This is an optimization exercise on Yosys and OpenROAD, whose aim is small area, a short achievable clock period and few clock cycles per item, not a production implementation. The RTL was checked by simulation tests, not by an equivalence proof against the original design.

--- config.mk ---
export PLATFORM = sky130hd
export DESIGN_NAME = wfe_conv
export DESIGN_NICKNAME = wfe_conv
export VERILOG_FILES = /design/flow/design.v
export SDC_FILE = /design/flow/constraint.sdc
export NUM_CORES = 4
export LEC_CHECK = 0
export CAP_MARGIN = 20
export CORE_MARGIN = 2
export CORE_UTILIZATION = 40
export SLEW_MARGIN = 20
--- constraint.sdc ---
create_clock -name core_clock -period 18.0 [get_ports {clk}]
set_input_delay 3.6000 -clock core_clock [delete_from_list [all_inputs] [get_ports {clk}]]
set_output_delay 3.6000 -clock core_clock [all_outputs]
set_load 0.01 [all_outputs]
--- design.v ---
module wfe_conv (
    input  wire        clk,
    input  wire        rst,           
    input  wire        in_valid,
    output wire        in_ready,
    input  wire        mode,          
    input  wire [4:0]  bd,            
    input  wire [4:0]  rshift,        
    input  wire [24:0] clim,          
    input  wire [15:0] tap0,          
    input  wire [15:0] tap1,
    input  wire [15:0] tap2,
    input  wire [15:0] tap3,          
    input  wire [23:0] x0,            
    input  wire [23:0] x1,
    input  wire [23:0] x2,
    input  wire [23:0] x3,
    input  wire [23:0] x4,
    input  wire [23:0] x5,
    input  wire [23:0] x6,
    output reg         out_valid,
    input  wire        out_ready,
    output reg  [23:0] out_data
);
    localparam ACC_W = 48;
    wire [24:0] s06 = x0 + x6;
    wire [24:0] s15 = x1 + x5;
    wire [24:0] s24 = x2 + x4;
    wire signed [16:0] tc = $signed({tap3[15], tap3}) + 17'sd128;
    wire signed [ACC_W-1:0] p0 = $signed(tap0) * $signed({1'b0, s06});
    wire signed [ACC_W-1:0] p1 = $signed(tap1) * $signed({1'b0, s15});
    wire signed [ACC_W-1:0] p2 = $signed(tap2) * $signed({1'b0, s24});
    wire signed [ACC_W-1:0] p3 = tc * $signed({1'b0, x3});
    wire signed [ACC_W-1:0] conv = p0 + p1 + p2 + p3;
    wire [5:0] voff_exp = {1'b0, bd} + {1'b0, rshift} - 6'd1;
    wire signed [ACC_W-1:0] hoff = {{(ACC_W-1){1'b0}}, 1'b1} << (bd + 5'd6);
    wire signed [ACC_W-1:0] voff = -({{(ACC_W-1){1'b0}}, 1'b1} << voff_exp);
    wire signed [ACC_W-1:0] offset = mode ? voff : hoff;
    wire signed [ACC_W-1:0] half = (rshift == 5'd0) ? {ACC_W{1'b0}}
                                 : ({{(ACC_W-1){1'b0}}, 1'b1} << (rshift - 5'd1));
    wire signed [ACC_W-1:0] acc     = offset + conv + half;
    wire signed [ACC_W-1:0] shifted = acc >>> rshift;
    wire [24:0] res_max = ({24'd0, 1'b1} << bd) - 25'd1;
    wire [24:0] hi      = mode ? res_max : (clim - 25'd1);
    wire signed [ACC_W-1:0] hi_ext = $signed({{(ACC_W-25){1'b0}}, hi});
    wire [23:0] result = shifted[ACC_W-1]   ? 24'd0
                       : (shifted > hi_ext) ? hi[23:0]
                       :                      shifted[23:0];
    assign in_ready = !out_valid || out_ready;
    always @(posedge clk) begin
        if (rst) begin
            out_valid <= 1'b0;
            out_data  <= 24'd0;
        end else if (in_ready) begin
            out_valid <= in_valid;
            if (in_valid)
                out_data <= result;
        end
    end
endmodule
--- run.sh ---
#!/bin/bash
# synth_recipe.tcl (not shown) runs the flow's synth.tcl, then flattens the netlist and writes it again
# the make line also repeats each setting of config.mk as NAME=value (left out here)
make -C /OpenROAD-flow-scripts/flow DESIGN_CONFIG=/design/flow/config.mk WORK_HOME=/design/flow/orfs CLKGATE_MAP_FILE= SYNTH_SCRIPT=/design/flow/synth_recipe.tcl finish
==> flow_metrics.env <==
export IMPL_status="timing/DRC/antenna clean"
export IMPL_std_cell_rows=149
export IMPL_hold_class="flop to flop"
export IMPL_routed_wl_met3_mm=19.1
export IMPL_place_congestion=1.05
export IMPL_r2r_setup_slack_ps=15640
export IMPL_yosysSeqAreaShare_pct=0.759
export IMPL_clkLatencyLatePin_ps=270
export IMPL_endpoint_kind="flop"
export IMPL_slew_headroom_pct=24.1
export IMPL_synthFlopType="dfxtp_1"
export IMPL_htreeDepth=1
export IMPL_grtUsageTotal_pct=28.5
export IMPL_wl_met1_mm=99.3
export IMPL_synth_area_um2=65900
export IMPL_synth_simple_area_share_pct=17.6
export IMPL_crit_arrival_ps=17770
export IMPL_fmax_ghz=0.0570
export IMPL_fin_nets=10534
export IMPL_dr_pass1_iters=5
export IMPL_fin_area_um2=78000
export IMPL_dp_cells=10172
export IMPL_holdPathStages=2
export IMPL_muxShareOfSynthArea_pct=1.87
export IMPL_synth_area_leader_cell="fa_1"
export IMPL_grt_pass1_vias=56926
export IMPL_critPathBufInv=14
export IMPL_min_delay_start="out_data[13]"
export IMPL_dieArea_um2=168000
export IMPL_die_width_um=410
export IMPL_cp_depth=65
export IMPL_crit_top_cell="fa_1"
export IMPL_wl_mm=239
export IMPL_cp_slowest_stage_delay_ps=590
export IMPL_cap_violations=0
export IMPL_synth_xor_area_share_pct=1.72
export IMPL_ys_types=109
export IMPL_drive_above_1_share_pct=14.9
export IMPL_nFillCells=16006
export IMPL_antenna_found_initial=7
export IMPL_fp_coreArea_um2=164000
export IMPL_synth_async_sr_flop_share_pct=0
export IMPL_vias=53738
export IMPL_reg2reg_depth=5
export IMPL_start_util_pct=40.1
export IMPL_dp_hpwl_mm=209
export IMPL_whs_endpoint="out_data[13]"
export IMPL_fin_skew_ps=7.49
export IMPL_top_layer="met5"
export IMPL_yosysMostFrequentCell="fa_1"
export IMPL_drtIter0Drc=3958
export IMPL_synth_area_top_cells="fa_1 (49%), ha_1 (11%), inv_1 (8.9%)"
export IMPL_portBuffers=297
export IMPL_route_detailed_drc=0
export IMPL_cp_max_fo=6
export IMPL_required_ps=18220
export IMPL_finalCritPeriodShare_pct=97.5
export IMPL_worst_slew_pin_slew_ps=1140
export IMPL_synth_edf_count=0
export IMPL_postPlaceCellArea_um2=75600
export IMPL_area_growth_syn_to_layout_pct=18.3
export IMPL_root_buffer="clkbuf_16"
export IMPL_final_max_slew_viol_count=0
export IMPL_grt_pass1_wl_mm=359
export IMPL_clk_pin_slew_ps=70
export IMPL_cts_tree="yes"
export IMPL_cp_top_family="adder cells"
export IMPL_vias_per_cell=5.24
export IMPL_grt_max_degree=57
export IMPL_setup_violations=0
export IMPL_cts_num_sinks=25
export IMPL_r2r_end="out_data[11]"
export IMPL_timing_rr_start="out_valid"
export IMPL_synth_nets=9828
export IMPL_netlist_instances=7359
export IMPL_grt_overflow=0
export IMPL_crit_type="input port to flop"
export IMPL_synth_top_family_by_area="adder cells"
export IMPL_ys_ff_latch=25
export IMPL_num_io_pins=298
export IMPL_min_period_ps=17550
export IMPL_hold_violations=0
export IMPL_ys_warn_count=1
export IMPL_met2_length_mm=108
export IMPL_final_cells=10255
export IMPL_avgSynthCellArea_um2=8.96
export IMPL_fp_dieH_um=410
export IMPL_numCtsBuffers=3
export IMPL_antenna_left=0
export IMPL_startpoint_type="input port"
export IMPL_yosysTopAreaCellShare_pct=49.2
export IMPL_synth_compound_area_share_pct=7.02
export IMPL_drt_wirelength_per_cell_um=23.3
export IMPL_synth_fa_ha_area_share_pct=60.1
export IMPL_crit_path_top_delay_cell="fa_1"
export IMPL_synthTopCellsByCount="fa_1 (1622), inv_1 (1562), nand2_1 (895)"
export IMPL_cts_max_path_buffers=2
-- layout by cell type (no fill, tap or decap), types with 17 or more instances in the layout --
cell	count
a211oi_1	30
nor2b_1	118
nand4_1	25
buf_12	18
o21ai_0	76
o211ai_1	31
nor3_1	51
a21o_1	43
xor2_1	32
and2_1	688
nand3_1	56
ha_4	26
fa_1	1555
nand2b_1	68
xnor2_1	75
nand2_1	889
ha_1	543
dfxtp_1	25
inv_2	23
o21ai_2	26
a21oi_1	140
o21a_1	17
buf_6	26
clkdlybuf4s50_1	265
mux2_2	21
mux2i_1	57
fa_2	67
a31oi_1	20
o21ai_1	27
a21oi_2	47
and3_1	26
or2_2	29
buf_4	693
inv_1	1541
xnor2_2	17
nor2_1	262
-- metrics by stage --
step	worst slack (ps)	setup TNS, ps	utilization, %	hold WS [ps]
final	449	0	47.4	493
after global routing	-76.0	-600	47.4	524
after CTS	1.23	0	46.3	495
after detailed placement	-1170	-26080	46.0	479
after global placement	-998	-22450	46.0	475
after floorplan	41.4	0	-	499
-- kinds of logic after synthesis --
family          count (synthesis)
simple gates                 2319
fa+ha+maj                    2197
buf+inv                      1904
compound gates                682
xor+xnor                      129
mux                           102
flops                          25
other cells                     1
-- how the worst max path moves through the flow --
stage              start      endpoint  slack, ps
2_1_floorplan  rshift[1]  out_data[11]         40
3_3_place_gp       x2[0]   out_data[3]      -1000
3_5_place_dp       x2[0]   out_data[3]      -1170
4_1_cts            bd[1]  out_data[16]          1
5_1_grt            x0[2]  out_data[12]        -80
6_report           x1[3]  out_data[12]        450
-- layer usage --
layer  track usage, %  up-vias
met5                0        -
met4             11.3        4
met3             4.76      346
met2             45.0     1927
met1             39.1    27758
li1                 -    23703
-- registers in the layout, indices dropped and copies added (netlist names) --
name	count
out_data	24
out_valid	1
-- area by class of cell --
type / instances / area, µm² / share of cell area [%]
Sequential cell: 25 / 500 / 0.642
Multi-Input combinational cell: 5430 / 59900 / 76.8
Clock buffer: 4 / 78.8 / 0.101
Tap cell: 2189 / 2740 / 3.51
Inverter: 1566 / 5880 / 7.54
Timing Repair Buffer: 1039 / 8890 / 11.4
Antenna cell: 2 / 5.00 / 0.00642
-- tightest hold or removal path, stage by stage, from the launching register on --
cell      delay (ps)
dfxtp_1          320
nand2_1           50
a221oi_1          60
-- what timing repair did --
action / CTS / global route
pin swaps: 88 / 287
buffers inserted: 18 / 59
resized for setup: 112 / 325
gates cloned: 1 / 0
hold buffers: 0 / 0
endpoints found under the setup margin: 24 / 24
Testbench counts, summed over its fixed seeds: cycles 16,008, items 16,000.

## static timing again, ports no longer ideal
Ports are ideal in the flow. The routed layout listed here was re-timed in OpenROAD. Step 1, drivers: a clkbuf_16 drives clk and a buf_2 each remaining input, both assumed. Step 2, shift: input delay + t, output delay - t, t = (earliest + latest rising clock arrival at the registers) / 2. This alone moves slack from input paths to output paths. a / b / c = no drivers / after step 1 / after step 2; a / b = the first two.
t, ns: 0.304
slack for setup (ns): 0.449 / 0.456 / 0.152
hold WS [ns]: 0.493 / 0.493 / 0.493
clock arrival spread, ns: 0.008 / 0.008
cell pins on the clock port's net: 1
After both steps setup and hold are still met in this run. The setup slack of this run moves by +0.007 ns with the drivers and by -0.297 ns with both steps.
